This is an optimization exercise on Yosys and OpenROAD, whose aim is small area, a short achievable clock period and few clock cycles, not a production implementation.
The RTL was checked by simulation tests, not by an equivalence proof against the original design.
Power is estimated from default activity; no workload was simulated.

==> flow/config.mk <==
export PLATFORM = sky130hd
export DESIGN_NAME = lemon_xfer
export DESIGN_NICKNAME = lemon_xfer
export VERILOG_FILES = /design/flow/design.v
export SDC_FILE = /design/flow/constraint.sdc
export NUM_CORES = 4
export LEC_CHECK = 0
export CAP_MARGIN = 20
export CORE_MARGIN = 2
export CORE_UTILIZATION = 40
export SLEW_MARGIN = 20
==> flow/constraint.sdc <==
create_clock -name core_clock -period 17.5 [get_ports {clk}]
set_input_delay 3.5000 -clock core_clock [delete_from_list [all_inputs] [get_ports {clk}]]
set_output_delay 3.5000 -clock core_clock [all_outputs]
set_load 0.01 [all_outputs]
==> flow/design.v <==
module lemon_xfer (
    input  wire        clk,
    input  wire        rst,
    input  wire        start,
    input  wire [31:0] cfg_in_addr,
    input  wire [31:0] cfg_out_addr,
    input  wire [15:0] cfg_in_width,
    input  wire [15:0] cfg_out_width,
    input  wire [15:0] cfg_out_height,
    input  wire [2:0]  cfg_in_fmt,
    input  wire [2:0]  cfg_out_fmt,
    input  wire [1:0]  cfg_scaling,
    input  wire        cfg_flip,
    input  wire        cfg_in_linear,
    input  wire        cfg_dont_swizzle,
    output reg         busy,
    output reg         done,
    output reg         error,
    output reg         mem_req,
    output reg         mem_we,
    output reg  [31:0] mem_addr,
    output reg  [31:0] mem_wdata,
    output reg  [3:0]  mem_be,
    input  wire        mem_ack,
    input  wire [31:0] mem_rdata
);
    reg st1, st2, stp, stp2, stp3, run;
    reg [2:0]  ifmt, ofmt;
    reg [1:0]  scal;
    reg        slin, dswz, flip;
    reg        o_0, o_1, o_2;     
    reg [17:0] S, D;              
    reg [31:0] sp, sbase, dp, dbase;
    reg [17:0] xrem;              
    reg [15:0] yrem;              
    reg [2:0]  xlo;               
    reg [2:0]  ylo;               
    reg [2:0]  oylo;              
    reg [1:0]  k;                 
    reg        px;                
    reg        rdone;             
    reg [7:0]  r_step;
    reg        r_rowend, r_last, r_swrap;
    reg [7:0]  s_il, d_il;
    reg        s_wrap, d_wrap;
    reg        rd_on, wr_on;
    reg        pbig;              
    reg        ld;
    reg [31:0] rdat;
    reg        rv;
    reg        t_k0, t_lastb, t_px, t_gend, t_rowend, t_pair, t_last;
    reg [7:0]  t_dstep;
    reg [9:0]  acc_r, acc_g, acc_b, acc_a;
    reg        w_rowend, w_last, w_dwrap;
    reg [7:0]  w_dstep;
    reg        hpend;
    reg [15:0] hd;
    wire hs  = scal[0] | scal[1];
    wire vs  = scal[1];
    wire stiled = !slin;
    wire dtiled = slin ^ dswz;
    wire dir = flip;                    
    wire bi2 = ifmt[2] | ifmt[1];       
    wire bi3 = (ifmt == 3'd1);
    wire bo2 = ofmt[2] | ofmt[1];
    wire bo3 = (ofmt == 3'd1);
    wire n1  = !hs;
    wire n4  = vs;
    wire dual = bi2 & n1;
    wire [1:0] last_k = bi2 ? {1'b0, n4} : (n1 ? 2'd0 : n4 ? 2'd3 : 2'd1);
    wire [2:0] ystep = vs ? 3'd2 : 3'd1;
    function [7:0] mulb(input [5:0] v, input b2, input b3);
        mulb = b2 ? {1'b0, v, 1'b0} : b3 ? ({2'b0, v} + {1'b0, v, 1'b0}) : {v, 2'b0};
    endfunction
    function [5:0] ilv(input [2:0] j);
        ilv = {j[2], 1'b0, j[1], 1'b0, j[0], 1'b0};
    endfunction
    function [23:0] beat(input [1:0] kk, input pp, input [2:0] xl, input e1, input e2,
                         input y1);
        reg pair, lastb, gend, growend, rowend, last, run_end, gjmp;
        reg [2:0] xc, xg;
        reg [1:0] js;
        reg [5:0] ji, dj;
        reg [7:0] st, ds;
        begin
            pair    = (bo2 | dual) & !e1;
            lastb   = (kk == last_k);
            gend    = dual | (pp == pair);
            growend = pair ? e2 : e1;
            rowend  = lastb & gend & growend;
            last    = growend & y1;
            xc      = xl + {2'd0, pp};
            js      = hs ? xc[1:0] : xc[2:1];
            case ({vs, js})
                3'b000, 3'b010: ji = 6'd2;
                3'b001:         ji = 6'd10;
                3'b011:         ji = 6'd42;
                3'b100, 3'b110: ji = 6'd0;
                3'b101:         ji = 6'd8;
                default:        ji = 6'd40;
            endcase
            run_end = stiled & lastb & (hs | dual | xc[0]);
            st = (bi2 ? ((n1 & !dual) ? 8'd2 : 8'd4) : bi3 ? 8'd3 : 8'd4)
               + (run_end ? mulb(ji, bi2, bi3) : 8'd0);
            xg   = xl + {2'd0, pair};
            gjmp = dtiled & xg[0];
            case (xg[2:1])
                2'd0, 2'd2: dj = 6'd2; 2'd1: dj = 6'd10; default: dj = 6'd42;
            endcase
            ds = (bo2 ? (pair ? 8'd4 : 8'd2) : bo3 ? 8'd3 : 8'd4)
               + (gjmp ? mulb(dj, bo2, bo3) : 8'd0);
            beat = {st, ds, (kk == 2'd0), lastb, gend, growend, pair, rowend, last & rowend, last};
        end
    endfunction
    wire [2:0] bov = bo2 ? 3'd2 : bo3 ? 3'd3 : 3'd4;
    wire       xhz = (xrem[17:5] == 13'd0);
    wire x_1 = xhz & (xrem[4:0] == {2'd0, bov}), x_2 = xhz & (xrem[4:0] == {1'd0, bov, 1'b0});
    wire x_3 = xhz & (xrem[4:0] == {2'd0, bov} + {1'd0, bov, 1'b0}), x_4 = xhz & (xrem[4:0] == {bov, 2'b0});
    wire y_1 = (yrem == 16'd1), y_2 = (yrem == 16'd2);
    wire [23:0] bc = beat(k, px, xlo, x_1, x_2, y_1);
    wire [23:0] b0 = beat(2'd0, 1'b0, 3'd0, o_1, o_2, y_1);
    wire c_k0 = bc[7], c_lastb = bc[6], c_gend = bc[5], c_growend = bc[4], c_pair = bc[3];
    wire [7:0] c_dstep = bc[15:8];
    wire c_glast = bc[0];
    wire [1:0]  k_n    = c_lastb ? 2'd0 : k + 2'd1;
    wire        px_n   = c_lastb ? !c_gend : px;
    wire        grp_n  = c_lastb & c_gend;
    wire        x_gt8 = (xrem[17:4] != 14'd0) || xrem[3] && (xrem[2:0] != 3'd0);
    wire [17:0] xrem_d = xrem - (stp ? (x_gt8 ? 18'd8 : 18'd1) : {14'd0, c_pair ? {bov, 1'b0} : {1'b0, bov}});
    wire [17:0] xrem_n = !grp_n ? xrem : c_growend ? D : xrem_d;
    wire [2:0]  xlo_n  = !grp_n ? xlo  : c_growend ? 3'd0 : xlo + (c_pair ? 3'd2 : 3'd1);
    wire [15:0] yrem_n = (grp_n & c_growend) ? yrem - 16'd1 : yrem;
    wire e1_n = !grp_n ? x_1 : c_growend ? o_1 : (c_pair ? x_3 : x_2);
    wire e2_n = !grp_n ? x_2 : c_growend ? o_2 : (c_pair ? x_4 : x_3);
    wire y1_n = (grp_n & c_growend) ? y_2 : y_1;
    wire [23:0] bn = beat(k_n, px_n, xlo_n, e1_n, e2_n, y1_n);
    wire        rdst  = wr_on | !run;
    wire [31:0] r_a   = rdst ? dbase : sbase;
    wire [20:0] r_big = rdst ? ((dtiled | stp & pbig) ? {D, 3'd0} : {3'd0, D}) : (stiled ? {S, 3'd0} : {3'd0, S});
    wire        r_w   = rdst ? d_wrap : s_wrap;
    wire [20:0] r_x   = r_w ? r_big : {13'd0, rdst ? d_il : s_il};
    wire        r_neg = rdst & dir & !stp & !stp2;
    wire [31:0] r_b   = r_neg ? ~{11'd0, r_x} : {11'd0, r_x};
    wire [31:0] row_nx = r_a + r_b + {31'd0, r_neg};
    wire [7:0]  we_dstep = hpend ? {5'd0, bov} : w_dstep;
    wire        we_rowend = w_rowend & !hpend;
    wire [31:0] ptr_nx = mem_addr + {24'd0, wr_on ? we_dstep : r_step};
    function [8:0] rowc(input [2:0] j, input b2, input b3, input tiled, input back);
        reg [5:0] v;
        begin
            v = back ? 6'd42 - ilv(j) : ilv(j);
            rowc = {!tiled | (back ? (j == 3'd7) : (j == 3'd0)), mulb(v, b2, b3)};
        end
    endfunction
    function [31:0] dec16(input [2:0] f, input [15:0] p);
        case (f)
            3'd2:    dec16 = {p[15:11], p[15:13], p[10:5], p[10:9], p[4:0], p[4:2], 8'hFF};
            3'd3:    dec16 = {p[15:11], p[15:13], p[10:6], p[10:8], p[5:1], p[5:3], {8{p[0]}}};
            default: dec16 = {p[15:12], p[15:12], p[11:8], p[11:8], p[7:4], p[7:4], p[3:0], p[3:0]};
        endcase
    endfunction
    wire [31:0] d_lo = dec16(ifmt, hpend ? hd : rdat[15:0]);
    wire [31:0] d_hi = dec16(ifmt, rdat[31:16]);
    wire [31:0] d_w  = ifmt[0] ? {rdat[23:0], 8'hFF} : rdat;
    wire [31:0] s0   = bi2 ? d_lo : d_w;
    wire        two  = bi2 & !n1;
    wire [31:0] h    = two ? d_hi : 32'd0;
    wire [9:0]  t_r = (t_k0 | hpend ? 10'd0 : acc_r) + s0[31:24] + h[31:24];
    wire [9:0]  t_g = (t_k0 | hpend ? 10'd0 : acc_g) + s0[23:16] + h[23:16];
    wire [9:0]  t_b = (t_k0 | hpend ? 10'd0 : acc_b) + s0[15:8]  + h[15:8];
    wire [9:0]  t_a = (t_k0 | hpend ? 10'd0 : acc_a) + s0[7:0]   + h[7:0];
    wire [7:0]  cr = n1 ? t_r[7:0] : n4 ? t_r[9:2] : t_r[8:1];
    wire [7:0]  cg = n1 ? t_g[7:0] : n4 ? t_g[9:2] : t_g[8:1];
    wire [7:0]  cb = n1 ? t_b[7:0] : n4 ? t_b[9:2] : t_b[8:1];
    wire [7:0]  ca = n1 ? t_a[7:0] : n4 ? t_a[9:2] : t_a[8:1];
    function [15:0] enc16(input [2:0] f, input [31:0] c);
        case (f)
            3'd2:    enc16 = {c[31:27], c[23:18], c[15:11]};
            3'd3:    enc16 = {c[31:27], c[23:19], c[15:11], c[7]};
            default: enc16 = {c[31:28], c[23:20], c[15:12], c[7:4]};
        endcase
    endfunction
    wire [31:0] cpix = {cr, cg, cb, ca};
    wire [15:0] e_lo = enc16(ofmt, cpix);
    wire [15:0] e_hi = enc16(ofmt, d_hi);
    wire [31:0] e_w  = ofmt[0] ? {8'd0, cr, cg, cb} : cpix;
    wire rd_ack = rd_on & mem_ack;
    wire wr_ack = wr_on & mem_ack;
    wire p_go   = rv & !hpend & !(t_lastb & wr_on);             
    wire p_wfin = p_go & t_lastb & t_gend;              
    wire last_rd = rdone | (rd_ack & r_last);
    wire h_go   = hpend & wr_ack;                       
    wire nx_we  = wr_on ? (!mem_ack | hpend) : p_wfin;
    wire nx_req = nx_we | (wr_on ? !rdone : !last_rd);
    wire fin    = wr_ack & w_last & !hpend;
    wire bad = (scal == 2'd3) || (slin && scal != 2'd0) || (ifmt > 3'd4) || (ofmt > 3'd4);
    wire [15:0] m_in  = st2 ? D[15:0] : S[15:0];
    wire        m2    = st2 ? bo2 : bi2;
    wire        m3    = st2 ? bo3 : bi3;
    wire [17:0] m_out = m2 ? {1'b0, m_in, 1'b0} : m3 ? ({2'b0, m_in} + {1'b0, m_in, 1'b0}) : {m_in, 2'b0};
    wire [2:0]  ohm1  = yrem[2:0] - 3'd1;
    wire        pre_more = x_gt8 | !dtiled & (xrem[17:1] != 17'd0);
    wire        empty = o_0 || (yrem == 16'd0);
    wire [15:0] owc   = (cfg_scaling == 2'd1 || cfg_scaling == 2'd2) ? {1'b0, cfg_out_width[15:1]} : cfg_out_width;
    wire [8:0] s_rc0 = rowc(ystep, bi2, bi3, stiled, 1'b0);
    wire [8:0] s_rcn = rowc(ylo + ystep + ystep, bi2, bi3, stiled, 1'b0);
    wire [2:0] oy_n  = dir ? oylo - 3'd1 : oylo + 3'd1;
    wire [8:0] d_rcn = rowc(dir ? oy_n - 3'd1 : oy_n + 3'd1, bo2, bo3, dtiled, dir);
    wire [8:0] d_rc0 = rowc(3'd1, bo2, bo3, dtiled, 1'b0);
    wire [8:0] d_rcb = rowc(oylo - 3'd1, bo2, bo3, dtiled, 1'b1);
    wire       go_run = st2 & !flip & !empty | stp3;
    always @(posedge clk) begin
        if (rst) begin
            busy    <= 1'b0;
            ld      <= 1'b1;
            done    <= 1'b0;
            error   <= 1'b0;
            mem_req <= 1'b0;
            mem_we  <= 1'b0;
            rd_on   <= 1'b0;
            wr_on   <= 1'b0;
            st1 <= 1'b0; st2 <= 1'b0; stp <= 1'b0; stp2 <= 1'b0; stp3 <= 1'b0; run <= 1'b0;
        end else if (ld) begin
            done  <= 1'b0;
            error <= 1'b0;
            busy  <= start;
            ld    <= !start;
            st1   <= start;
        end else begin
            st1  <= 1'b0;
            st2  <= st1 & !bad;
            stp  <= st2 & flip & !empty | stp & pre_more;
            stp2 <= stp & !pre_more;
            stp3 <= stp2;
            if (st1 & bad) begin
                busy  <= 1'b0;
                ld    <= 1'b1;
                error <= 1'b1;
            end
            if (st2 & empty) begin
                busy <= 1'b0;
                ld   <= 1'b1;
                done <= 1'b1;
            end
            if (go_run) begin
                run     <= 1'b1;
                mem_req <= 1'b1;
                rd_on   <= 1'b1;
            end
            if (run) begin
                mem_we  <= nx_we;
                mem_req <= nx_req & !fin;
                rd_on   <= !nx_we & nx_req & !fin;
                wr_on   <= nx_we & !fin;
                if (fin) begin
                    run  <= 1'b0;
                    busy <= 1'b0;
                    ld   <= 1'b1;
                    done <= 1'b1;
                end
            end
        end
    end
    always @(posedge clk) begin
        if (ld) begin
            ifmt <= cfg_in_fmt;
            ofmt <= cfg_out_fmt;
            scal <= cfg_scaling;
            slin <= cfg_in_linear;
            dswz <= cfg_dont_swizzle;
            flip <= cfg_flip;
        end
        if (ld)
            S <= {2'd0, cfg_in_width};
        else if (st1)
            S <= m_out;
        if (ld)
            D <= {2'd0, owc};
        else if (st2)
            D <= m_out;
        if (ld) begin
            o_0 <= (owc == 16'd0);
            o_1 <= (owc == 16'd1);
            o_2 <= (owc == 16'd2);
        end
    end
    always @(posedge clk) begin
        if (ld)
            sp <= cfg_in_addr;
        else if (rd_ack)
            sp <= r_rowend ? row_nx : ptr_nx;
        if (ld)
            sbase <= cfg_in_addr;
        else if (rd_ack & r_swrap)
            sbase <= row_nx;
        if (ld)
            dp <= cfg_out_addr;
        else if (stp3 | wr_ack)
            dp <= (stp3 | we_rowend) ? row_nx : ptr_nx;
        if (ld)
            dbase <= cfg_out_addr;
        else if (stp & pre_more | stp2 | wr_ack & w_dwrap & !hpend)
            dbase <= row_nx;
        if (st1)
            mem_addr <= sp;
        else if (wr_on ? wr_ack : (p_wfin | rd_ack))
            mem_addr <= wr_on ? (hpend ? ptr_nx : sp) : p_wfin ? dp : r_rowend ? row_nx : ptr_nx;
    end
    always @(posedge clk) begin
        if (st1) begin
            xlo   <= 3'd0;
            ylo   <= 3'd0;
            k     <= 2'd0;
            px    <= 1'b0;
            rdone <= 1'b0;
            {s_wrap, s_il} <= s_rc0;
        end else if (ld) begin
            yrem <= (cfg_scaling == 2'd2) ? {1'b0, cfg_out_height[15:1]} : cfg_out_height;
        end
        if (st2)
            pbig <= (yrem[15:4] != 12'd0) || yrem[3] && (yrem[2:0] != 3'd0);
        else if (stp)
            pbig <= pbig & ((xrem[17:5] != 13'd0) || xrem[4] && (xrem[3:0] != 4'd0));    
        if (st2)
            xrem <= flip ? {2'd0, yrem} : m_out;
        else if (stp)
            xrem <= xrem_d;
        else if (stp3)
            xrem <= D;
        else if (rd_ack)
            xrem <= xrem_n;
        if (go_run) begin
            r_step   <= b0[23:16];
            r_rowend <= b0[2];
            r_last   <= b0[1];
            r_swrap  <= b0[2] & s_wrap;
        end else if (rd_ack) begin
            k    <= k_n;
            px   <= px_n;
            xlo  <= xlo_n;
            yrem <= yrem_n;
            r_step   <= bn[23:16];
            r_rowend <= bn[2];
            r_last   <= bn[1];
            r_swrap  <= bn[2] & (r_rowend ? s_rcn[8] : s_wrap);
            if (r_rowend) begin
                ylo <= ylo + ystep;
                {s_wrap, s_il} <= s_rcn;
            end
            if (r_last) rdone <= 1'b1;
        end
        if (!wr_on) begin
            rdat     <= mem_rdata;
            t_k0     <= c_k0;
            t_lastb  <= c_lastb;
            t_px     <= px;
            t_gend   <= c_gend;
            t_rowend <= c_growend;
            t_pair   <= c_pair;
            t_last   <= c_glast;
            t_dstep  <= c_dstep;
        end
        if (st1)
            rv <= 1'b0;
        else
            rv <= rd_ack | (rv & !p_go);
    end
    always @(posedge clk) begin
        if (p_go) begin
            acc_r <= t_r; acc_g <= t_g; acc_b <= t_b; acc_a <= t_a;
            if (t_lastb) begin
                if (bo2) begin
                    if (dual)
                        mem_wdata <= {e_hi, e_lo};
                    else if (t_px)
                        mem_wdata[31:16] <= e_lo;
                    else
                        mem_wdata[15:0] <= e_lo;
                end else begin
                    mem_wdata <= e_w;
                end
            end
        end else if (h_go) begin
            mem_wdata <= e_w;
        end
        if (st1)
            hpend <= 1'b0;
        else if (p_wfin & dual & !bo2 & t_pair)
            hpend <= 1'b1;
        else if (h_go)
            hpend <= 1'b0;
        if (p_go)
            hd <= rdat[31:16];
        if (p_wfin) begin
            w_rowend <= t_rowend;
            w_last   <= t_last;
            w_dstep  <= t_dstep;
            mem_be   <= bo2 ? (t_pair ? 4'b1111 : 4'b0011) : bo3 ? 4'b0111 : 4'b1111;
        end
    end
    always @(posedge clk) begin
        if (st1) begin
            oylo <= 3'd0;
            {d_wrap, d_il} <= d_rc0;
        end else if (st2 & flip | stp & pre_more) begin
            d_wrap <= 1'b1;
        end else if (stp) begin
            d_wrap <= 1'b0;
            d_il   <= dtiled ? mulb(6'd42, bo2, bo3) : 8'd0;
        end else if (stp2) begin
            oylo   <= ohm1;
            d_wrap <= 1'b0;
            d_il   <= dtiled ? mulb(6'd42 - ilv(ohm1), bo2, bo3) : 8'd0;
        end else if (stp3) begin
            {d_wrap, d_il} <= d_rcb;
        end else if (wr_ack & we_rowend) begin
            oylo <= oy_n;
            {d_wrap, d_il} <= d_rcn;
        end
        if (p_wfin)
            w_dwrap <= t_rowend & d_wrap;
        else if (wr_ack & we_rowend)
            w_dwrap <= 1'b0;
    end
endmodule
==> flow/flow/run.sh <==
#!/bin/bash
# Layout flow: the standard flow (standard.sh) with two changes to how the layout
# is made: ports are buffered with buf_1 cells instead of the resizer's default
# delay buffer, and the resizer's timing repair aims for more setup slack.
# The clock period and constraints are the standard flow's own (constraint.sdc).
set -euo pipefail
bash standard.sh \
  "BUFFER_PORTS_ARGS=-buffer_cell sky130_fd_sc_hd__buf_1" \
  SETUP_SLACK_MARGIN=12.5 \
  finish > flow_make.log 2>&1
==> flow/standard.sh <==
#!/bin/bash
# synth_recipe.tcl (not shown) runs the flow's synth.tcl, then flattens the netlist and writes it again
# the make line also repeats each setting of config.mk as NAME=value (left out here)
make -C /OpenROAD-flow-scripts/flow DESIGN_CONFIG=/design/flow/config.mk WORK_HOME=/design/flow/orfs CLKGATE_MAP_FILE= SYNTH_SCRIPT=/design/flow/synth_recipe.tcl "${@:-finish}"
==> notes.md, run 1 <==
The flow ran to the end and the layout has no timing, DRC or antenna violations. The met2 track demand over resource in global routing came out at 0.4305. The tree is rooted in a clkbuf_16. The start-to-end type of the worst setup path is reg -> out. The critical path goes through buf_1. The fraction of layout instances using a drive strength above 1 came out at 0.08546. The most critical setup path has its startpoint at mem_addr[18]$_DFFE_PP_. The count of unresolved DRC violations after routing is 0. The total routing resource utilization after global routing came out at 0.2811. The TritonCTS clock tree is built. The final worst-path cycle share came out at 0.2817.

The endpoint class of the critical path is a primary output. The global routing usage on met1 came out at 0.3892. The final route contains ~30k vias.

The cell count after synthesis came out at 3640. For this run, the detailed router's first-pass iteration total came to 6. The minimum clock period after layout came out at 4.930 ns. The starting density of the core is 0.4025. The clock sink count came out at 450.

The family with the most delay on the worst path is flip-flops. The number of clock buffers added by TritonCTS is 53. In this run the worst path has a maximum fanout of 3. The area overhead of the layout relative to synthesis is 13.55%. The number of nets still failing antenna checks after routing is 0. The via count of the first global-routing pass came out at 27.56k. The final layout contains 4117 nets. On the critical path, the stage with the largest delay is an instance of edfxtp_1. Setup repair after global routing could not meet its margin everywhere.

The die outline area came out at approximately 83000 µm². Static timing analysis puts the maximum clock frequency at between 200 and 250 MHz. Measured against its own limit, the worst slew margin works out to 0.2882. The delay contributed by the slowest stage of the critical path is 0.59 ns. The global-route wire length before repair is 177500 µm. The worst setup slack after placement came out at 11.33 ns. In this run, synthesis inferred between 400 and 500 flip-flops with an integrated enable. The number of antenna violations at the first check in global routing came out at 1. The layer flagged by global routing as most heavily used is met2. The hold buffer count at cts came out at 0. The clock insertion delay at the later pin of the skew report came out at 0.64 ns. The leakage dissipation is 13.90 nW. The met3 global-route usage is 0.04502. The post-synthesis register bit count came out at 450. The portion of the post-synthesis area used by sequential elements came out at 0.4051. At the worst endpoint, the arrival time is 1.43 ns. The startpoint identified for the worst register-to-register timing path is ofmt[0]$_DFFE_PP_. The number of max-cap violations came out at 0. The leftover overflow at the end of global routing came out at 0. The clock transition at the registers of the reported paths came out at 0.06 ns. No sink is reached through more buffers than the 3 on the longest clock path. The total number of yosys warnings is 1. The number of buffers and inverters on the critical path is 1.

Setup violations remaining at the end of the flow were counted as 0. The detail-routed net length per standard cell is 24.55 µm. The final weighted congestion of routability-driven global placement is just under 1. The worst setup path is launched from a register.

The worst hold path begins at t_dstep[5]$_DFFE_PN_. The required time of the worst setup path is 14.00 ns. The total area inside the core boundary comes to 80290 µm². The floorplan has 104 rows. The top-level I/O count came out at 232.

The cell area after synthesis is 32320 µm². In this run the vertical extent of the chip is 288.2 µm. Among all flip-flop cells after synthesis, the most frequent one is edfxtp_1. The worst path meets setup with 12.57 ns of slack. CTS built an H-tree with a depth of 2. In the final timing run, aggregate negative setup slack is 0 ns. The measured slew at the worst slew-check pin is around 1.1 ns. The number of buffer cells added on primary ports came out at 229. The type of the tightest min-delay check is reg -> reg. The mean instance size in the synthesized netlist came out at 8.878 µm². Clock skew on the completed layout was measured at 0.04147 ns.

The largest vdd supply drop is 0.00008836 V. The average vias per placed instance came out at 6.057. Entering global routing, the biggest net connects 72 pins. The minimum hold slack came out at 0.4226 ns. For this run, asynchronously set or reset flops after synthesis account for 0. The number of endpoints with negative hold slack in the final report is 0. The power consumption came out at approximately 4.3 mW. Power spread over the standard cell area amounts to 118.4 nW/µm². The total half-perimeter wirelength after legalization and detailed placement is 86510 µm. The detailed-route wire length is 120300 µm. The number of pins exceeding their max-slew limit in the final report was 0. The floorplan step set the die width to 288.2 µm. The first-iteration detailed-routing DRC count came out at 3075.

The count of unique library cells instantiated by Yosys came out at 96.
==> where the power goes <==
| part | switching (mW) | internal (mW) | total (mW) |
|---|---|---|---|
| sequential | 0.118 | 1.37 | 1.49 |
| clock | 0.475 | 0.687 | 1.16 |
| combinational | 1.09 | 0.604 | 1.69 |
==> layout by cell type, fill, tap and decap left out, types with 20 or more instances in the layout <==
| master | netlist | layout |
|---|---|---|
| or3_1 | 25 | 22 |
| nand2_1 | 578 | 572 |
| a21o_1 | 35 | 35 |
| o21ai_0 | 297 | 280 |
| nor4_1 | 23 | 20 |
| and2_1 | 31 | 30 |
| o211ai_1 | 39 | 39 |
| a31oi_1 | 30 | 30 |
| mux2i_1 | 112 | 109 |
| nor2_1 | 284 | 274 |
| o21a_1 | 35 | 35 |
| clkbuf_16 | 0 | 58 |
| buf_4 | 4 | 67 |
| nand2b_1 | 24 | 23 |
| o21bai_1 | 23 | 23 |
| dfxtp_1 | 42 | 35 |
| ha_1 | 118 | 117 |
| mux2_2 | 41 | 41 |
| fa_1 | 45 | 45 |
| a22oi_1 | 22 | 22 |
| inv_1 | 187 | 183 |
| and3_1 | 28 | 27 |
| buf_1 | 30 | 228 |
| nor3_1 | 76 | 74 |
| nor2b_1 | 41 | 39 |
| o22ai_1 | 30 | 30 |
| o31ai_1 | 23 | 23 |
| o221ai_1 | 24 | 24 |
| edfxtp_1 | 408 | 408 |
| xnor2_1 | 95 | 93 |
| nand4_1 | 21 | 21 |
| a21oi_1 | 262 | 256 |
| xor2_1 | 31 | 30 |
| a221oi_1 | 25 | 24 |
| a211oi_1 | 72 | 67 |
| nand3_1 | 77 | 76 |
==> synthesized netlist by cell type, types with 41 or more instances <==
cell type | number | area [µm²]
a211oi_1 | 72 | 540.5
a21oi_1 | 262 | 1311
clkbuf_1 | 176 | 660.6
dfxtp_1 | 42 | 840.8
edfxtp_1 | 408 | 12250
fa_1 | 45 | 900.9
ha_1 | 118 | 1476
inv_1 | 187 | 701.9
mux2_2 | 41 | 461.7
mux2i_1 | 112 | 1121
nand2_1 | 578 | 2170
nand3_1 | 77 | 385.4
nor2_1 | 284 | 1066
nor2b_1 | 41 | 256.5
nor3_1 | 76 | 380.4
o21ai_0 | 297 | 1486
xnor2_1 | 95 | 832.1
==> per-stage QoR <==
step,util,cell area (µm²),std cells
2_1_floorplan,-,32350,3641
3_3_place_gp,0.4256,34170,4771
3_5_place_dp,0.4256,34170,4771
4_1_cts,0.4509,36200,4874
5_1_grt,0.4570,36690,4898
6_report,0.4571,36700,4899
==> layer usage <==
layer	part of all wire	wire length, µm
met3	0.092	11040
met1	0.42	50180
met2	0.44	52780
met4	0.052	6234
met5	0.00012	15
==> final timing paths <==
check,to,slack [ns],depth (start not counted)
worst max-delay path,mem_addr[18],12.57,1
worst min register to register,w_dstep[5]$_DFFE_PP_,0.42,0
worst min-delay path,w_dstep[5]$_DFFE_PP_,0.42,0
worst max register to register,xrem[14]$_DFFE_PP_,12.71,19
==> area by class of cell <==
class | count | area, µm²
Fill cell | 7820 | 43590
Multi-Input combinational cell | 2785 | 18050
Sequential cell | 450 | 13110
Timing Repair Buffer | 315 | 1677
Clock buffer | 79 | 1597
Tap cell | 1060 | 1326
Inverter | 190 | 724.4
Clock inverter | 19 | 210.2
Antenna cell | 1 | 2.502
==> flip-flops by register name (all words and copies together), names as in the netlist, 18 cells and up <==
register   flops
sbase         32
sp            32
mem_addr      32
xrem          18
S             18
rdat          32
D             18
dbase         32
mem_wdata     32
dp            32
==> timing repair <==
action                                  in CTS  in global routing
gates resized for setup                     54                 64
gates cloned                                 0                  5
endpoints found under the setup margin     176                148
setup buffers                                5                 19
pin swaps                                    2                  9
==> cell families (layout without fill, tap and decap cells) <==
kind of cell | Yosys count | in the layout | share of synthesized area
and+or+nand+nor | 1268 | 1268 | 0.1757
AOI/OAI and AO/OA | 1072 | 1072 | 0.2140
DFF | 450 | 450 | 0.4051
buffers and inverters | 406 | 603 | 0.04824
adders and majority gates | 163 | 163 | 0.07356
muxes | 153 | 153 | 0.04898
xor gates and xnor gates | 126 | 126 | 0.03415
other | 2 | 4 | 0.0002324
Testbench counts, summed over its fixed seeds: cycles 100,726.
==> inputs of run 2 (changes only) <==
--- a/flow/flow/run.sh
+++ b/flow/flow/run.sh
@@ -7,4 +7,4 @@
 bash standard.sh \
   "BUFFER_PORTS_ARGS=-buffer_cell sky130_fd_sc_hd__buf_1" \
-  SETUP_SLACK_MARGIN=12.5 \
+  SETUP_SLACK_MARGIN=12.7 \
   finish > flow_make.log 2>&1
==> run 2 against run 1 <==
Effect of this change: still clean; first-iteration DRC count increased by 11%; synthesized cell count did not move; combinational power increased by 7%; cell count increased by 1.5%; clock-buffer cell count down 7; die area unchanged; non-clock buffer count up 69; register-to-register slack better by 0.08 ns; sequential cell count stayed put; sequential power is essentially flat; critical path type unchanged; largest cell class unchanged.
==> notes.md, run 2 <==
The flow ran to the end and the layout has no timing, DRC or antenna violations. The fraction of layout instances using a drive strength above 1 came out at 0.1189 (+0.03346). The floorplan die width is 288.2 µm (unchanged).

The proportion of power drawn by the clock network is 0.260 (-0.007). The number of max-cap violations is 0 (unchanged). The clock transition at the registers of the reported paths came out at 0.07 ns (about the same).

The library cell with the highest instance count after synthesis is nand2_1. The final worst-path cycle share is 0.2799 (-0.001829). The post-synthesis register bit count came out at 450 (unchanged). The cell area after synthesis came to 32320 µm² (unchanged). The start-to-end type of the worst setup path is reg -> out. STA classifies the critical path startpoint as a register.

The switching power was 1.733 mW (+3.1%). The measured slew at the worst slew-check pin came out at 1.187 ns (+0.1306 ns). The simple logic cell fraction of the synthesized area came out at 0.1757 (unchanged). Leaving out fill and tap cells, the most frequent cell in the layout is nand2_1. The part of the total power dissipated in combinational logic is 0.406 (+0.016).

The clock root buffer is clkbuf_16. The average vias per placed instance came out at 6.084 (+0.43%). The clock skew after layout is 0.04499 ns (+0.003519 ns). The leftover overflow at the end of global routing is 0 (unchanged). After synthesis, the cell types taking the most area are edfxtp_1 (38%), nand2_1 (6.7%), o21ai_0 (4.6%). The final weighted congestion of routability-driven global placement is 0.9388 (-2.8%). The number of antenna violations at the first check in global routing came out at 2 (+1). TritonCTS built the clock tree. The largest individual stage delay along the critical path comes from the cell edfxtp_1.

The count of buffer and inverter cells on the critical path is 1 (unchanged). The clock sink count came out at 450 (unchanged). The area overhead of the layout relative to synthesis is 17.43%. By area, the combinational part of the netlist is dominated by compound AO/OA/AOI/OAI gates. The detailed-route via count is 30.24k (+1.9%). The global-route wire length before repair is 178400 µm (+0.48%). The number of levels the H-tree was split into came out at 2 (unchanged).

The type of the tightest min-delay check is reg -> reg. The internal power contribution came out at 2.697 mW (+1.3%). The maximum frequency from static timing analysis came out at 204.2 MHz (+0.65%). Setup repair after global routing could not meet its margin everywhere. The total half-perimeter wirelength after legalization and detailed placement was 86280 µm (-0.27%). The count of unresolved DRC violations after routing is 0 (unchanged). The fraction of synthesized cell area in xor and xnor cells is 0.03415 (unchanged).

The adder-cell area share of the yosys netlist is 0.07356 (unchanged). The number of CTS-inserted buffers came out at 53 (unchanged). The area occupied by multi-input gates came out at 18540 µm² (+2.7%).

The most area-hungry cell type in the Yosys netlist is edfxtp_1. The signal on the critical path passes through buf_2. The minimum clock period after layout is 4.898 ns (-0.03200 ns).

The number of endpoints with negative hold slack in the final report is 0 (unchanged). The clock insertion delay at the later pin of the skew report came to 0.63 ns (about the same). The remaining max-slew budget at the tightest pin is 0.2057 (-0.08254). The maximum number of pins on one net before global-route repair came to 189 (+160%). The number of nets still failing antenna checks after routing is 0 (unchanged). The die outline area was 83080 µm² (unchanged).

The number of buffer cells added on primary ports came out at 229 (unchanged). The maximum fanout along the worst path is 3 (unchanged). The number of pins exceeding their max-slew limit in the final report came out at 0 (unchanged).

The sequential power share is 0.334 (-0.009). The number of enable flip-flop cells after synthesis is 408 (unchanged). The number of fillers in the final layout came out at 7658 (-2.1%). The area used by sequential logic in the layout is 13110 µm² (about the same). The final setup TNS is 0 ns (unchanged). The starting density of the core came to 0.4025 (unchanged). The synthesized-area fraction occupied by ao, oa, aoi and oai cells is 0.2140 (unchanged). The share of synthesized area spent on multiplexers came out at 0.04898 (unchanged). The largest vdd supply drop came to 0.00009734 V (+10%). The length of the first detailed-routing pass in iterations came out at 6 (unchanged).

The mean instance size in the synthesized netlist is 8.878 µm² (unchanged). The required time of the worst setup path came out at 14.00 ns (about the same). The slack of the worst reg-to-reg path is 12.79 ns (+0.08 ns). The utilization after layout came out at 0.4727 (+0.01558). The power per cell area came out at 116.7 nW/µm² (-1.4%). The delay contributed by the slowest stage of the critical path came out at 0.55 ns (-0.04 ns). STA classifies the critical path endpoint as a primary output. The share of flip-flops with an asynchronous set or reset came to 0 (unchanged). The via count of the first global-routing pass is 28.06k (+1.8%). The number of buffers on the longest clock path came out at 3 (unchanged). The share of Yosys cell area claimed by the top area cell type was 0.3791 (unchanged).

On the critical path the largest part of the delay comes from flip-flops. The die outline height came out at 288.2 µm (unchanged). The total routing resource utilization after global routing is 0.2838 (+0.002661). For this run, the leading register cell type out of synthesis is edfxtp_1.

The count of standard-cell rows was 104 (unchanged). The top-level I/O count is 232 (unchanged). The first-iteration detailed-routing DRC count came out at 3411 (+11%).

The core box area is 80290 µm² (unchanged). The instance count of the mapped netlist was 3640 (unchanged). The library cells used most frequently in the layout, excluding fill and tap cells, are nand2_1 (568), edfxtp_1 (408), nor2_1 (272).

By count the netlist is led by nand2_1 (578), edfxtp_1 (408), o21ai_0 (297), nor2_1 (284), a21oi_1 (262). The count of unique library cells instantiated by Yosys came out at 96 (unchanged). The detailed-route wire length came out at 123200 µm (+2.4%).

The switching power share of the total is 0.3912 (+0.004166). The leakage dissipation came out at 14.44 nW (+3.9%). The portion of the post-synthesis area used by sequential elements is 0.4051 (unchanged).

The hold buffer count at cts came out at 0 (unchanged). The final setup violation count is 0 (unchanged). The detail-routed net length per standard cell was 24.78 µm (+0.95%). The total number of yosys warnings is 1 (unchanged). The number of nets in the final layout came out at 4188 (+1.7%). The power consumption is 4.430 mW (+2.0%). The data arrival time of the critical path came out at 1.40 ns (-0.03 ns).
run 2: cell type report:
cell class	instances	share of cell area
diodes	1	0.00006594
flip-flops and latches	450	0.3455
clock inverters	27	0.008177
clock buffers	72	0.03871
multi-input cells	2787	0.4884
well taps	1060	0.03495
inverters	190	0.01929
repair buffers	384	0.06486
run 2: repair_timing:
item	CTS	global route
gates cloned	5	9
setup endpoints to repair	284	294
setup buffers	33	57
resized for setup	106	130
pin swaps	9	30
run 2: power groups by stage:
stage / Clock, mW / Sequential [mW] / Combinational, mW
finish: 1.15 / 1.48 / 1.80
global route: 1.20 / 1.49 / 1.95
CTS: 1.17 / 1.48 / 1.66
detailed placement: 0 / 1.50 / 1.60
global placement: 0 / 1.50 / 1.59
floorplan: 0 / 1.45 / 1.13
run 2: cell families after synthesis:
group / count (synthesis)
buf+inv: 406
simple gates: 1268
flops: 450
fa+ha+maj: 163
mux: 153
other cells: 2
compound gates: 1072
xor+xnor: 126
run 2: worst reg2reg max path: cells and delay by family (launching register included):
family                   cells  cell delay (ns)
flip-flops                   1             0.49
adder cells (fa/ha/maj)      1             0.47
AO/OA/AOI/OAI                7             2.12
buffers and inverters        1             0.22
AND/OR/NAND/NOR              4             0.92
XOR/XNOR                     1             0.19
run 2: worst paths after layout:
kind	startpoint	end	cells past startpoint
max	mem_addr[26]$_DFFE_PP_	mem_addr[26]	1
min	t_dstep[0]$_SDFFCE_PN0N_	w_dstep[0]$_DFFE_PP_	0
min reg2reg	t_dstep[0]$_SDFFCE_PN0N_	w_dstep[0]$_DFFE_PP_	0
max reg2reg	wr_on$_SDFFE_PP0P_	mem_addr[19]$_DFFE_PP_	14
run 2: stage by stage:
step	instance area [µm²]	cells	setup WS, ns	hold WS, ns
after floorplan	32400	3641	12.55	0.4003
final	37950	4971	12.60	0.4226
after global routing	37950	4970	12.58	0.4329
after detailed placement	34180	4767	10.93	0.4052
after CTS	36740	4904	12.60	0.4210
after global placement	34180	4767	11.13	0.4009
run 2: metal layers:
layer	wire, µm	part of all wire	vias to the layer above	track usage
li1	-	-	13776	-
met2	54360	0.44	1674	0.4398
met5	26	0.00021	-	0
met1	50460	0.41	14491	0.3868
met3	11580	0.094	297	0.04605
met4	6762	0.055	4	0.1369
==> inputs of run 3 (changes only) <==
--- a/flow/design.v
+++ b/flow/design.v
@@ -135,5 +135,5 @@
     wire y1_n = (grp_n & c_growend) ? y_2 : y_1;
     wire [23:0] bn = beat(k_n, px_n, xlo_n, e1_n, e2_n, y1_n);
-    wire        rdst  = wr_on | !run;
+    wire        rdst  = wr_on | !run & !st1;
     wire [31:0] r_a   = rdst ? dbase : sbase;
     wire [20:0] r_big = rdst ? ((dtiled | stp & pbig) ? {D, 3'd0} : {3'd0, D}) : (stiled ? {S, 3'd0} : {3'd0, S});
@@ -286,6 +286,6 @@
     end
     always @(posedge clk) begin
-        if (ld)
-            sp <= cfg_in_addr;
+        if (st1)
+            sp <= row_nx;
         else if (rd_ack)
             sp <= r_rowend ? row_nx : ptr_nx;
@@ -294,8 +294,6 @@
         else if (rd_ack & r_swrap)
             sbase <= row_nx;
-        if (ld)
-            dp <= cfg_out_addr;
-        else if (stp3 | wr_ack)
-            dp <= (stp3 | we_rowend) ? row_nx : ptr_nx;
+        if (st2 | stp3 | wr_ack)
+            dp <= (st2 | stp3 | we_rowend) ? row_nx : ptr_nx;
         if (ld)
             dbase <= cfg_out_addr;
@@ -303,5 +301,5 @@
             dbase <= row_nx;
         if (st1)
-            mem_addr <= sp;
+            mem_addr <= row_nx;
         else if (wr_on ? wr_ack : (p_wfin | rd_ack))
             mem_addr <= wr_on ? (hpend ? ptr_nx : sp) : p_wfin ? dp : r_rowend ? row_nx : ptr_nx;
@@ -314,6 +312,6 @@
             px    <= 1'b0;
             rdone <= 1'b0;
-            {s_wrap, s_il} <= s_rc0;
         end else if (ld) begin
+            {s_wrap, s_il} <= 9'd0;
             yrem <= (cfg_scaling == 2'd2) ? {1'b0, cfg_out_height[15:1]} : cfg_out_height;
         end
@@ -330,9 +328,11 @@
         else if (rd_ack)
             xrem <= xrem_n;
+        if (st2)
+            {s_wrap, s_il} <= s_rc0;
         if (go_run) begin
             r_step   <= b0[23:16];
             r_rowend <= b0[2];
             r_last   <= b0[1];
-            r_swrap  <= b0[2] & s_wrap;
+            r_swrap  <= b0[2] & (st2 ? s_rc0[8] : s_wrap);
         end else if (rd_ack) begin
             k    <= k_n;
@@ -400,8 +400,13 @@
     end
     always @(posedge clk) begin
-        if (st1) begin
+        if (ld) begin
+            {d_wrap, d_il} <= 9'd0;
+        end else if (st2) begin
             oylo <= 3'd0;
-            {d_wrap, d_il} <= d_rc0;
-        end else if (st2 & flip | stp & pre_more) begin
+            if (flip)
+                d_wrap <= 1'b1;
+            else
+                {d_wrap, d_il} <= d_rc0;
+        end else if (stp & pre_more) begin
             d_wrap <= 1'b1;
         end else if (stp) begin
--- a/flow/flow/run.sh
+++ b/flow/flow/run.sh
@@ -7,4 +7,4 @@
 bash standard.sh \
   "BUFFER_PORTS_ARGS=-buffer_cell sky130_fd_sc_hd__buf_1" \
-  SETUP_SLACK_MARGIN=12.7 \
+  SETUP_SLACK_MARGIN=12.5 \
   finish > flow_make.log 2>&1
==> run 3 against run 2 <==
Effect of this change: core utilization down 0.99 points; first-iteration DRC count down 15%; largest power group unchanged; maximum frequency up 0.74%; total power down 6.6%; critical endpoint is now r_step[7]$_SDFFCE_PP0P_.
==> notes.md, run 3 <==
The number of CTS-inserted buffers is 54 (+1.9%). The minimum hold slack came out at 0.3985 ns (-0.02414 ns). Traced cell by cell, the critical path runs through buf_12 > or3b_4 > inv_4 > xnor2_1 > nor4b_4 > nor2_2 > inv_1 > ha_1 > inv_1 > fa_1 > or3_1 > o21ai_0 > ha_1 > a21oi_1 > o22a_1 > nor3_1 > nand3_1 > nand2b_1 > a21oi_1. The switching power share of the total is 0.3722 (-0.01901).

The final setup violation count is 0 (unchanged). The delay contributed by the slowest stage of the critical path is 0.51 ns (-0.04 ns). The number of buffers on the longest clock path came to 3 (unchanged).

The fraction of layout instances using a drive strength above 1 came to 0.1054 (-0.01349). The instance count after placement with tap cells included was 4586 (-3.8%). The total half-perimeter wirelength after legalization and detailed placement came to 74750 µm (-13%). The endpoint class of the critical path is a register. By startpoint and endpoint, the worst setup path is classified as reg -> reg.

The switching power is 1.540 mW (-11%). The data arrival time of the critical path is 5.27 ns (+3.87 ns). The floorplan die width came out at 285.3 µm (-1.0%).

The mean instance size in the synthesized netlist came out at 9.158 µm² (+3.1%). The clock sink count is 450 (unchanged). The remaining max-slew budget at the tightest pin came out at 0.3061 (+0.1004). The power consumption came out at 4.138 mW (-6.6%). The core box area is 78610 µm² (-2.1%). The number of antenna repair diodes was 0 (-1). The leakage dissipation is 13.88 nW (-3.9%). The nature of the critical path startpoint is a register. The number of nets in the final layout came out at 3957 (-5.5%). The number of levels the H-tree was split into is 2 (unchanged).

The clock skew after layout is 0.04685 ns (+0.001867 ns). For this run, the leading register cell type out of synthesis is edfxtp_1. The length of the first detailed-routing pass in iterations came out at 6 (unchanged). The clock root buffer is clkbuf_16. The leftover overflow at the end of global routing is 0 (unchanged).

The part of the total power dissipated in combinational logic came out at 0.368 (-0.038). The required time of the worst setup path is 17.91 ns (+3.91 ns). The total routing resource utilization after global routing came out at 0.2503 (-0.03350). The design area came to 36380 µm² (-4.1%).

The detailed-route via count is 27.78k (-8.1%). The top cell types in the final layout, fill and taps aside, are nand2_1 (540), edfxtp_1 (403), o21ai_0 (254). After synthesis, the most frequently instantiated cells are nand2_1 (544), edfxtp_1 (403), o21ai_0 (264), a21oi_1 (238), nor2_1 (236). The die outline area is 81410 µm² (-2.0%). The number of nets still failing antenna checks after routing came out at 0 (unchanged). The number of standard cells in the final layout excluding fillers came to 4730 (-4.8%). The final weighted congestion of routability-driven global placement came out at 0.9226 (-1.7%).

In this run the worst hold path is classified as reg -> reg. The most area-hungry cell type in the Yosys netlist is edfxtp_1. The instance count of the mapped netlist is 3457 (-5.0%). The flow ran to the end and the layout has no timing, DRC or antenna violations. The number of fillers in the final layout came out at 7739 (+1.1%). The global-route wire length before repair is 158500 µm (-11%). The power per cell area was 113.7 nW/µm² (-2.6%). Compared with the post-synthesis result, the final layout area differs by 14.92%.

The final setup TNS came out at 0 ns (unchanged). The average vias per placed instance is 5.874 (-3.4%). The minimum clock period after layout came to 4.862 ns (-0.03610 ns). The hold buffer count at cts came to 0 (unchanged).

The detailed-route wire length came out at 106900 µm (-13%). The number of buffer cells added on primary ports came out at 229 (unchanged). The sequential power share is 0.348 (+0.014). On the critical path, the stage with the largest delay is an instance of or3b_4. The maximum number of pins on one net before global-route repair is 189 (unchanged).

By area the synthesized netlist is led by edfxtp_1 (38%), nand2_1 (6.5%), ha_1 (4.7%). The internal power contribution is 2.598 mW (-3.7%). The detail-routed net length per standard cell is 22.60 µm (-8.8%).

The placed instance area is 33540 µm² (-1.9%). The count of unresolved DRC violations after routing is 0 (unchanged). The largest vdd supply drop is 0.00008336 V (-14%).

The number of max-cap violations is 0 (unchanged). The final worst-path cycle share is 0.2778 (-0.002063). The starting density of the core came to 0.4027 (about the same). The number of enable flip-flop cells after synthesis is 403 (-1.2%).

The total number of yosys warnings was 1 (unchanged). The clock transition at the registers of the reported paths is 0.06 ns (about the same). The share of Yosys cell area claimed by the top area cell type was 0.3823 (+0.003139).

The library cell with the highest instance count after synthesis is nand2_1. The maximum frequency from static timing analysis was 205.7 MHz (+0.74%). Setup repair after global routing could not meet its margin everywhere. The top-level I/O count was 232 (unchanged).

The number of endpoints with negative hold slack in the final report came out at 0 (unchanged). The first-iteration detailed-routing DRC count is 2888 (-15%). The family with the most delay on the worst path is simple AND/OR/NAND/NOR gates. The post-synthesis register bit count came out at 450 (unchanged). The proportion of power drawn by the clock network is 0.284 (+0.024). The count of standard-cell rows was 103 (-0.96%). The maximum fanout along the worst path is 25 (+22).

The number of antenna violations at the first check in global routing came to 2 (unchanged). The number of pins exceeding their max-slew limit in the final report is 0 (unchanged). The die outline height came out at 285.3 µm (-1.0%).

The portion of the post-synthesis area used by sequential elements is 0.4120 (+0.006842). The share of flip-flops with an asynchronous set or reset was 0 (unchanged). The via count of the first global-routing pass came out at 25.80k (-8.1%).

The commonest non-fill, non-tap cell in the layout is nand2_1. The cell area after synthesis is 31660 µm² (-2.0%). The count of buffer and inverter cells on the critical path came out at 4 (+3).

The count of unique library cells instantiated by Yosys is 107 (+11%). TritonCTS built the clock tree. The clock insertion delay at the later pin of the skew report came out at 0.64 ns (about the same). The measured slew at the worst slew-check pin came out at 1.041 ns (-0.1462 ns).
## run 3: repair_timing
item | in CTS | in global routing
endpoints found under the setup margin | 182 | 130
cloned | 1 | 5
buffers inserted | 12 | 25
gates resized for setup | 58 | 77
pin swaps | 6 | 18
## run 3: layout make-up
class / count / area [µm²] / share of cell area
multi-input cells: 2623 / 17640 / 0.4850
flip-flops and latches: 450 / 13050 / 0.3588
repair buffers: 330 / 1871 / 0.05142
clock buffers: 67 / 1473 / 0.04048
well taps: 1050 / 1314 / 0.03611
inverters: 176 / 675.6 / 0.01857
clock inverters: 34 / 349.1 / 0.009596
## run 3: path summary, 6_finish.rpt
kind	from	endpoint	slack, ns	depth (start not counted)
max reg2reg	ofmt[0]$_DFFE_PP_	r_step[7]$_SDFFCE_PP0P_	12.64	19
min reg2reg	t_dstep[2]$_DFFE_PN_	w_dstep[2]$_DFFE_PP_	0.40	0
min	t_dstep[2]$_DFFE_PN_	w_dstep[2]$_DFFE_PP_	0.40	0
max	ofmt[0]$_DFFE_PP_	r_step[7]$_SDFFCE_PP0P_	12.64	19
## run 3: kinds of logic (layout without fill, tap and decap cells)
logic type                 after synthesis  after routing  synth area share
AOI/OAI and AO/OA                      991            991            0.2020
buffers and inverters                  386            607           0.04699
and+or+nand+nor                       1162           1163            0.1680
DFF                                    450            450            0.4120
other                                    2              3         0.0002372
xor gates and xnor gates               144            144           0.04008
adders and majority gates              163            163           0.07509
muxes                                  159            159           0.05557
## run 3: through the flow
stage,worst slack [ns],utilization
after CTS,12.50,0.4547
after detailed placement,11.57,0.4266
final,12.64,0.4628
after global routing,12.45,0.4628
after global placement,11.65,0.4266
after floorplan,12.26,-
## run 3: power by group through the flow
stage               Sequential [mW]  Clock (mW)  Combinational [mW]
finish                         1.44        1.17                1.52
global route                   1.45        1.23                1.66
CTS                            1.44        1.19                1.44
detailed placement             1.46           0                1.40
global placement               1.46           0                1.39
floorplan                      1.41           0               0.992
## run 3: layer usage
metal	part of all wire	wire (µm)	GRT usage	vias up
met5	0.00015	16	0	-
met4	0.037	3938	0.08979	2
met3	0.077	8241	0.03712	205
met2	0.45	48250	0.3915	1205
met1	0.43	46470	0.3521	13345
li1	-	-	-	13027
## run 3: worst register-to-register path, cell delays in order (launching register included)
cell,delay [ns]
edfxtp_1,0.39
buf_12,0.22
or3b_4,0.52
inv_4,0.17
xnor2_1,0.17
nor4b_4,0.30
nor2_2,0.15
inv_1,0.14
ha_1,0.15
inv_1,0.04
fa_1,0.42
or3_1,0.36
o21ai_0,0.14
ha_1,0.26
a21oi_1,0.09
o22a_1,0.24
nor3_1,0.28
nand3_1,0.18
nand2b_1,0.18
a21oi_1,0.24
Testbench counts of run 3, summed over its fixed seeds: cycles 100,726.
==> inputs of run 4 (changes only) <==
--- a/flow/config.mk
+++ b/flow/config.mk
@@ -10,2 +10,3 @@
 export CORE_UTILIZATION = 40
 export SLEW_MARGIN = 20
+export TNS_END_PERCENT = 5
==> run 4 against run 3 <==
Effect of this change: still clean; core utilization shrank 0.42 points; area after synthesis stayed put; die area unchanged; combinational power barely moved; clock-buffer cell count is 12 higher.
==> notes.md, run 4 <==
The share of Yosys cell area claimed by the top area cell type is 0.3823 (unchanged). The measured slew at the worst slew-check pin is 1.087 ns (+0.04612 ns). The number of nets still failing antenna checks after routing is 0 (unchanged). The number of enable flip-flop cells after synthesis is 403 (unchanged). The number of antenna repair diodes was 0 (unchanged).

The placed instance area came to 33550 µm² (about the same). The delay contributed by the slowest stage of the critical path came to 0.50 ns (about the same). The clock insertion delay at the later pin of the skew report came out at 0.64 ns (about the same).

The post-synthesis register bit count is 450 (unchanged). The final weighted congestion of routability-driven global placement came out at 0.9287 (+0.66%). The number of antenna violations at the first check in global routing is 2 (unchanged). Traced cell by cell, the critical path runs through buf_12 > clkinvlp_4 > nand2_4 > nor2_4 > mux2i_1 > a21oi_1 > fa_1 > inv_1 > ha_1 > fa_1 > a21o_1 > a21oi_2 > o21bai_1 > a2111oi_2 > nor3_1 > xnor2_1 > mux2_2 > mux2i_1 > o311ai_0. The core box area came out at 78610 µm² (unchanged). The fraction of layout instances using a drive strength above 1 is 0.09761 (-0.007827). The global-route wire length before repair is 160900 µm (+1.5%).

The design area is 36050 µm² (-0.91%). The number of fillers in the final layout is 7668 (-0.92%). The minimum clock period after layout is 4.955 ns (+0.09350 ns). The maximum frequency from static timing analysis is 201.8 MHz (-1.9%).

The number of endpoints with negative hold slack in the final report is 0 (unchanged). The startpoint identified for the worst register-to-register timing path is ifmt[2]$_DFFE_PP_. The starting density of the core is 0.4027 (unchanged).

The portion of the post-synthesis area used by sequential elements is 0.4120 (unchanged). The clock root buffer is clkbuf_16. The final setup TNS was 0 ns (unchanged). The worst setup path is launched from a register.

The data arrival time of the critical path is 5.35 ns (+0.08 ns). The area growth from synthesis to layout is 13.87%. The detail-routed net length per standard cell came out at 22.53 µm (-0.33%). Yosys instantiated no cell more often than nand2_1. The remaining max-slew budget at the tightest pin is 0.2739 (-0.03224).

The count of unresolved DRC violations after routing came out at 0 (unchanged). The final worst-path cycle share is 0.2832 (+0.005343). The total routing resource utilization after global routing came to 0.2543 (+0.004045).

The utilization after layout is 0.4586 (-0.004218). The leftover overflow at the end of global routing came to 0 (unchanged). The number of pins exceeding their max-slew limit in the final report came out at 0 (unchanged).

The hold-critical path endpoint is w_dstep[3]$_DFFE_PP_. The most area-hungry cell type in the Yosys netlist is edfxtp_1. The slack of the worst reg-to-reg path is 12.54 ns (-0.09 ns). In the layout the commonest cells are nand2_1 (540), edfxtp_1 (403), o21ai_0 (257). The share of flip-flops with an asynchronous set or reset is 0 (unchanged). The die outline area is 81410 µm² (unchanged).

The total half-perimeter wirelength after legalization and detailed placement is 75610 µm (+1.2%). The cell area after synthesis is 31660 µm² (unchanged). The clock skew after layout is 0.03014 ns (-0.01672 ns). The total number of yosys warnings is 1 (unchanged). The leakage dissipation was 13.73 nW (-1.0%). The number of buffer cells added on primary ports came out at 229 (unchanged). In this run the most critical hold path is launched from t_dstep[3]$_DFFE_PN_. The commonest non-fill, non-tap cell in the layout is nand2_1. The die outline height is 285.3 µm (unchanged). The number of cells traversed by the worst hold path is 0 (unchanged). The first-iteration detailed-routing DRC count came to 2823 (-2.3%). The worst setup path is captured at a register. The number of CTS-inserted buffers came out at 55 (+1.9%).

The number of levels the H-tree was split into is 2 (unchanged). The count of standard-cell rows is 103 (unchanged). The hold buffer count at cts came to 0 (unchanged).

The top-level I/O count is 232 (unchanged). The largest vdd supply drop came out at 0.00007422 V (-11%). The length in cells of the worst reg-to-reg path is 19 (unchanged). In this run the worst hold path is classified as reg -> reg. The power per cell area came out at 114.4 nW/µm² (+0.58%). The detailed-route via count is 27.67k (-0.40%). The number of nets in the final layout is 3953 (-0.10%).

The clock transition at the registers of the reported paths is 0.06 ns (about the same). The average vias per placed instance was 5.853 (-0.36%). Ranked by total cell area, the synthesized netlist is headed by edfxtp_1 (38%), nand2_1 (6.5%), ha_1 (4.7%). TritonCTS built the clock tree. The maximum number of pins on one net before global-route repair came out at 96 (-49%). The via count of the first global-routing pass is 26.22k (+1.6%). The worst register-to-register path ends at mem_wdata[27]$_DFFE_PP_. The clock sink count is 450 (unchanged). The mean instance size in the synthesized netlist came out at 9.158 µm² (unchanged). The most used flip-flop cell after synthesis is edfxtp_1. The critical path is of the reg -> reg type. Setup repair after global routing could not meet its margin everywhere. The detailed-route wire length came to 106500 µm (-0.37%).

The number of max-cap violations came out at 0 (unchanged). The number of buffers on the longest clock path is 3 (unchanged). The final setup violation count was 0 (unchanged).

The floorplan die width came out at 285.3 µm (unchanged). The maximum fanout along the worst path is 32 (+28%). The length of the first detailed-routing pass in iterations came out at 10 (+4).

The standard cell with the maximum stage delay on the critical path is fa_1. The run finished with no timing, DRC or antenna violations. The instance count of the mapped netlist came out at 3457 (unchanged). The required time of the worst setup path came to 17.89 ns (-0.02 ns). Sorting the synthesized cells by how often they occur yields nand2_1 (544), edfxtp_1 (403), o21ai_0 (264), a21oi_1 (238), nor2_1 (236).

The count of unique library cells instantiated by Yosys came to 107 (unchanged).
## run 4: cell counts after synthesis
No cell type changed its count.
## run 4: layout make-up
type	count	area, µm²	area share
clock buffer	79	1608	0.04460
clock inverter	25	262.8	0.007289
inverter	176	674.4	0.01871
multi-input combinational	2623	17450	0.4839
sequential	450	13050	0.3621
tap	1050	1314	0.03644
timing repair buffer	324	1687	0.04679
timing repair inverter	1	5.005	0.0001388
## run 4: timing repair
item / 4_1_cts / 5_1_grt
setup endpoints to repair: 120 / 138
gates cloned: 0 / 2
gates resized for setup: 39 / 47
pin swaps: 3 / 18
buffers inserted: 4 / 29
## run 4: cells by family (layout without fill, tap and decap cells)
logic type,after synthesis,in the layout,synth area share
compound gates,991,991,0.2020
xor+xnor,144,144,0.04008
fa+ha+maj,163,163,0.07509
buf+inv,386,605,0.04699
flops,450,450,0.4120
mux,159,159,0.05557
other cells,2,3,0.0002372
simple gates,1162,1163,0.1680
## run 4: layer usage
metal | wire length (µm) | up-vias | global-route usage
met5 | 13 | - | 0
li1 | - | 12998 | -
met1 | 45720 | 13241 | 0.3559
met3 | 8699 | 214 | 0.03976
met2 | 48370 | 1218 | 0.4019
met4 | 3717 | 2 | 0.08403
## run 4: metrics by stage
step                power, mW  hold WS, ns  worst slack (ns)  std cells
global placement        2.847       0.4015             11.83       4589
finish                  4.124       0.4170             12.54       4728
floorplan               2.403       0.4003             12.26       3458
CTS                     4.078       0.4180             12.42       4697
detailed placement      2.861       0.4045             11.69       4589
global route            4.332       0.4331             12.31       4728
## run 4: worst max path at each step
stage	start	to	slack (ns)	depth (start not counted)
floorplan	mem_ack	mem_addr[0]$_DFFE_PP_	12.26	3
global placement	mem_ack	d_il[1]$_SDFFE_PP0P_	11.83	7
detailed placement	ifmt[2]$_DFFE_PP_	mem_wdata[4]$_DFFE_PP_	11.69	20
CTS	mem_ack	d_il[7]$_SDFFE_PP0P_	12.42	9
global route	ifmt[2]$_DFFE_PP_	mem_wdata[27]$_DFFE_PP_	12.31	19
finish	ifmt[2]$_DFFE_PP_	mem_wdata[27]$_DFFE_PP_	12.54	19
## run 4: critical path, delay by kind of cell (launching register included)
kind                       cells  cell delay (ns)
DFF                            1             0.41
adders and majority gates      3             1.17
buffers and inverters          3             0.35
xor gates and xnor gates       1             0.35
muxes                          3             0.53
and+or+nand+nor                3             0.51
AOI/OAI and AO/OA              6             1.38
## run 4: where the power goes
group	switching, mW	leakage [nW]	total, mW	internal (mW)
clock	0.495	0.916	1.19	0.700
combinational	0.948	8.53	1.49	0.541
sequential	0.0941	4.29	1.44	1.35
==> inputs of run 5 (changes only) <==
--- a/flow/flow/run.sh
+++ b/flow/flow/run.sh
@@ -7,4 +7,4 @@
 bash standard.sh \
   "BUFFER_PORTS_ARGS=-buffer_cell sky130_fd_sc_hd__buf_1" \
-  SETUP_SLACK_MARGIN=12.5 \
+  SETUP_SLACK_MARGIN=12.6 \
   finish > flow_make.log 2>&1
--- a/flow/config.mk
+++ b/flow/config.mk
@@ -10,3 +10,2 @@
 export CORE_UTILIZATION = 40
 export SLEW_MARGIN = 20
-export TNS_END_PERCENT = 5
==> run 5 against run 4 <==
Effect of this change: still clean; maximum frequency grew 2.5%; area after synthesis unchanged; combinational power grew 8%; sequential power is essentially flat; die area is the same; critical path depth fell by 18; first-iteration DRC count is 14% higher; sequential share of layout area fell by 0.88 points; clock skew decreased by 0.00050 ns; clock power about the same; largest power group unchanged.
==> notes.md, run 5 <==
The number of CTS-inserted buffers is 53 (-3.6%). The commonest cells after synthesis are nand2_1 (544), edfxtp_1 (403), o21ai_0 (264), a21oi_1 (238), nor2_1 (236). The via count of the first global-routing pass is 26.17k (-0.19%). The number of nets still failing antenna checks after routing came out at 0 (unchanged). The average vias per placed instance came to 5.920 (+1.1%).

The flow ran to the end and the layout has no timing, DRC or antenna violations. The post-synthesis register bit count came out at 450 (unchanged). The clock sink count was 450 (unchanged). The instance count of the mapped netlist came out at 3457 (unchanged). The fraction of layout instances using a drive strength above 1 came to 0.1224 (+0.02475).

The detailed-route wire length is 111100 µm (+4.3%). The clock skew after layout came to 0.02963 ns (-0.0005049 ns). The detail-routed net length per standard cell is 23.41 µm (+3.9%).

The total number of yosys warnings is 1 (unchanged). Setup repair after global routing could not meet its margin everywhere. The part of the total power dissipated in combinational logic is 0.382 (+0.021). The worst setup path is of the reg -> out kind. The remaining max-slew budget at the tightest pin came out at 0.2920 (+0.01815). The maximum frequency from static timing analysis came out at 206.8 MHz (+2.5%). The die outline height came out at 285.3 µm (unchanged). The global-route wire length before repair came out at 163200 µm (+1.5%). The count of standard-cell rows came to 103 (unchanged). The number of endpoints with negative hold slack in the final report came out at 0 (unchanged). The die outline area was 81410 µm² (unchanged). The number of levels the H-tree was split into is 2 (unchanged). The maximum fanout along the worst path was 5 (-84%). The largest vdd supply drop came out at 0.00007651 V (+3.1%). The number of enable flip-flop cells after synthesis was 403 (unchanged). The core box area is 78610 µm² (unchanged).

By area, the combinational part of the netlist is dominated by compound AO/OA/AOI/OAI gates. The portion of the post-synthesis area used by sequential elements came to 0.4120 (unchanged). The final setup TNS is 0 ns (unchanged). The required time of the worst setup path is 14.00 ns (-3.89 ns).

The synthesized-area fraction occupied by ao, oa, aoi and oai cells is 0.2020 (unchanged). The delay contributed by the slowest stage of the critical path is 0.52 ns (+0.02 ns). The minimum clock period after layout is 4.836 ns (-0.1190 ns). The number of buffer cells added on primary ports came out at 229 (unchanged). The floorplan die width came out at 285.3 µm (unchanged). The mean instance size in the synthesized netlist is 9.158 µm² (unchanged).

The total routing resource utilization after global routing came out at 0.2591 (+0.004822). The slowest stage of the critical path is the edfxtp_1 cell. The kind of cell with the highest combined delay along the critical path is flip-flops. Yosys attributes the largest share of cell area to edfxtp_1 (38%), nand2_1 (6.5%), ha_1 (4.7%). The worst setup slack after placement is 11.45 ns (-0.2402 ns).

The clock root buffer is clkbuf_16. The measured slew at the worst slew-check pin came out at 1.062 ns (-0.02499 ns). The sequential power share came to 0.342 (-0.007). The share of synthesized area spent on multiplexers came out at 0.05557 (unchanged). TritonCTS built the clock tree. The proportion of power drawn by the clock network is 0.276 (-0.014). The simple logic cell fraction of the synthesized area was 0.1680 (unchanged).

The leakage dissipation is 14.08 nW (+2.5%). The worst setup path is launched from a register. The internal power contribution is 2.631 mW (+1.7%). The count of unique library cells instantiated by Yosys is 107 (unchanged). The adder-cell area share of the yosys netlist is 0.07509 (unchanged). The power per cell area was 114.1 nW/µm² (-0.23%).

The final worst-path cycle share is 0.2764 (-0.006800). The total half-perimeter wirelength after legalization and detailed placement is 77400 µm (+2.4%). The final weighted congestion of routability-driven global placement was 0.9552 (+2.9%).

The leftover overflow at the end of global routing came out at 0 (unchanged). Among all cell types in the netlist, the one instantiated most often is nand2_1. The switching power came out at 1.586 mW (+3.2%). The count of unresolved DRC violations after routing is 0 (unchanged). The count of buffer and inverter cells on the critical path is 1 (-2). The number of nets in the final layout is 3971 (+0.46%).

The final setup violation count came out at 0 (unchanged). The fraction of synthesized cell area in xor and xnor cells is 0.04008 (unchanged). The share of flip-flops with an asynchronous set or reset is 0 (unchanged).

The clock transition at the registers of the reported paths is 0.06 ns (about the same). The share of Yosys cell area claimed by the top area cell type was 0.3823 (unchanged). The top-level I/O count is 232 (unchanged). The number of buffers on the longest clock path came out at 3 (unchanged). From synthesis to final layout, the design area changed by 16.71%. The detailed-route via count came out at 28.09k (+1.5%).

The number of antenna violations at the first check in global routing is 2 (unchanged). The starting density of the core is 0.4027 (unchanged). The switching power share of the total is 0.3762 (+0.003366). The power consumption came out at 4.217 mW (+2.3%). The signal on the critical path passes through buf_1.

The maximum number of pins on one net before global-route repair was 141 (+47%). The number of max-cap violations was 0 (unchanged). The final setup slack of the worst path was 12.66 ns (+0.1190 ns).

The data arrival time of the critical path was 1.34 ns (-4.01 ns). The length of the first detailed-routing pass in iterations came out at 9 (-1). The top cell types in the final layout, fill and taps aside, are nand2_1 (537), edfxtp_1 (403), o21ai_0 (247). The min-delay analysis places its worst path in the category reg -> reg.

The clock insertion delay at the later pin of the skew report is 0.63 ns (about the same). The endpoint class of the critical path is a primary output. Of all cell types, the one taking the most synthesized area is edfxtp_1. In the synthesized netlist the dominant register cell turns out to be edfxtp_1. The cell area after synthesis came out at 31660 µm² (unchanged). The first-iteration detailed-routing DRC count is 3210 (+14%). The utilization after layout is 0.4700 (+0.01143). The number of pins exceeding their max-slew limit in the final report was 0 (unchanged). The minimum hold slack is 0.4184 ns (+0.001399 ns). The commonest non-fill, non-tap cell in the layout is nand2_1.
run 5: cell counts after synthesis:
Identical to the previous run, type by type.
run 5: cell families after synthesis:
logic type                 count (synthesis)
AOI/OAI and AO/OA                        991
other                                      2
xor gates and xnor gates                 144
buffers and inverters                    386
muxes                                    159
adders and majority gates                163
and+or+nand+nor                         1162
DFF                                      450
run 5: what timing repair did:
| action | 4_1_cts | 5_1_grt |
|---|---|---|
| endpoints found under the setup margin | 191 | 144 |
| hold buffers | 0 | 0 |
| cloned | 1 | 9 |
| resized for setup | 95 | 118 |
| buffers inserted | 19 | 30 |
| pin swaps | 12 | 40 |
run 5: through the flow:
step,std cells,instance area [µm²]
2_1_floorplan,3458,31710
3_3_place_gp,4585,33540
3_5_place_dp,4585,33540
4_1_cts,4705,35970
5_1_grt,4744,36940
6_report,4745,36950
run 5: routing by layer:
metal	wire length, µm	GRT usage
met5	12	0
met4	3268	0.07474
met3	9613	0.04344
met2	49120	0.3989
met1	49090	0.3743
run 5: final timing paths:
| kind | startpoint | end | slack (ns) | cells past startpoint |
|---|---|---|---|---|
| max | mem_addr[8]$_DFFE_PP_ | mem_addr[8] | 12.66 | 1 |
| min | t_dstep[2]$_DFFE_PN_ | w_dstep[2]$_DFFE_PP_ | 0.42 | 0 |
| max reg2reg | hpend$_SDFFE_PP0P_ | mem_wdata[21]$_DFFE_PP_ | 12.69 | 15 |
| min reg2reg | t_dstep[2]$_DFFE_PN_ | w_dstep[2]$_DFFE_PP_ | 0.42 | 0 |
run 5: area by class of cell:
type                       count  area [µm²]
inverter                     176       674.4
clock buffer                  75        1553
sequential                   450       13050
timing repair buffer         345        2066
clock inverter                25       264.0
multi-input combinational   2623       18020
fill                        7510       41670
antenna                        1       2.502
tap                         1050        1314
run 5: power by group through the flow:
| stage | clock [mW] | combinational, mW | sequential [mW] |
|---|---|---|---|
| floorplan | 0 | 0.993 | 1.41 |
| global placement | 0 | 1.40 | 1.46 |
| detailed placement | 0 | 1.42 | 1.46 |
| CTS | 1.18 | 1.49 | 1.44 |
| global route | 1.22 | 1.75 | 1.45 |
| finish | 1.16 | 1.61 | 1.44 |

## separate check: timing with driven ports
In the flow no input, the clock included, has a driving cell. The finished layouts below were timed again as built, in two steps. Step 1 assumes that a clkbuf_16 drives the clock port and a buf_2 every other input. Step 2 moves the port delays by t, midway between the first and last clock arrival at a register: inputs arrive t later, outputs are due t later. That takes back most of the time a late clock gives input paths. Slacks: ideal ports / drivers / drivers and shift; pairs: ideal ports / drivers.
run | t (ns) | slack for setup (ns) | hold slack, ns | worst setup path at the end | clock arrival spread, ns
run 1 | 0.677 | 12.570 / 12.509 / 11.970 | 0.423 / 0.423 / 0.423 | input to register | 0.042 / 0.042
run 2 | 0.673 | 12.602 / 12.540 / 12.088 | 0.423 / 0.423 / 0.423 | input to register | 0.045 / 0.045
run 3 | 0.688 | 12.638 / 12.601 / 11.996 | 0.398 / 0.398 / 0.398 | input to register | 0.047 / 0.047
run 4 | 0.685 | 12.545 / 12.504 / 11.819 | 0.417 / 0.417 / 0.417 | input to register | 0.032 / 0.032
run 5 | 0.683 | 12.664 / 12.595 / 12.031 | 0.418 / 0.418 / 0.418 | input to register | 0.030 / 0.031
After both steps setup and hold are still met in every run listed. For run 4, which loses most, drivers alone change the setup slack by -0.041 ns; drivers and shift together by -0.726 ns.
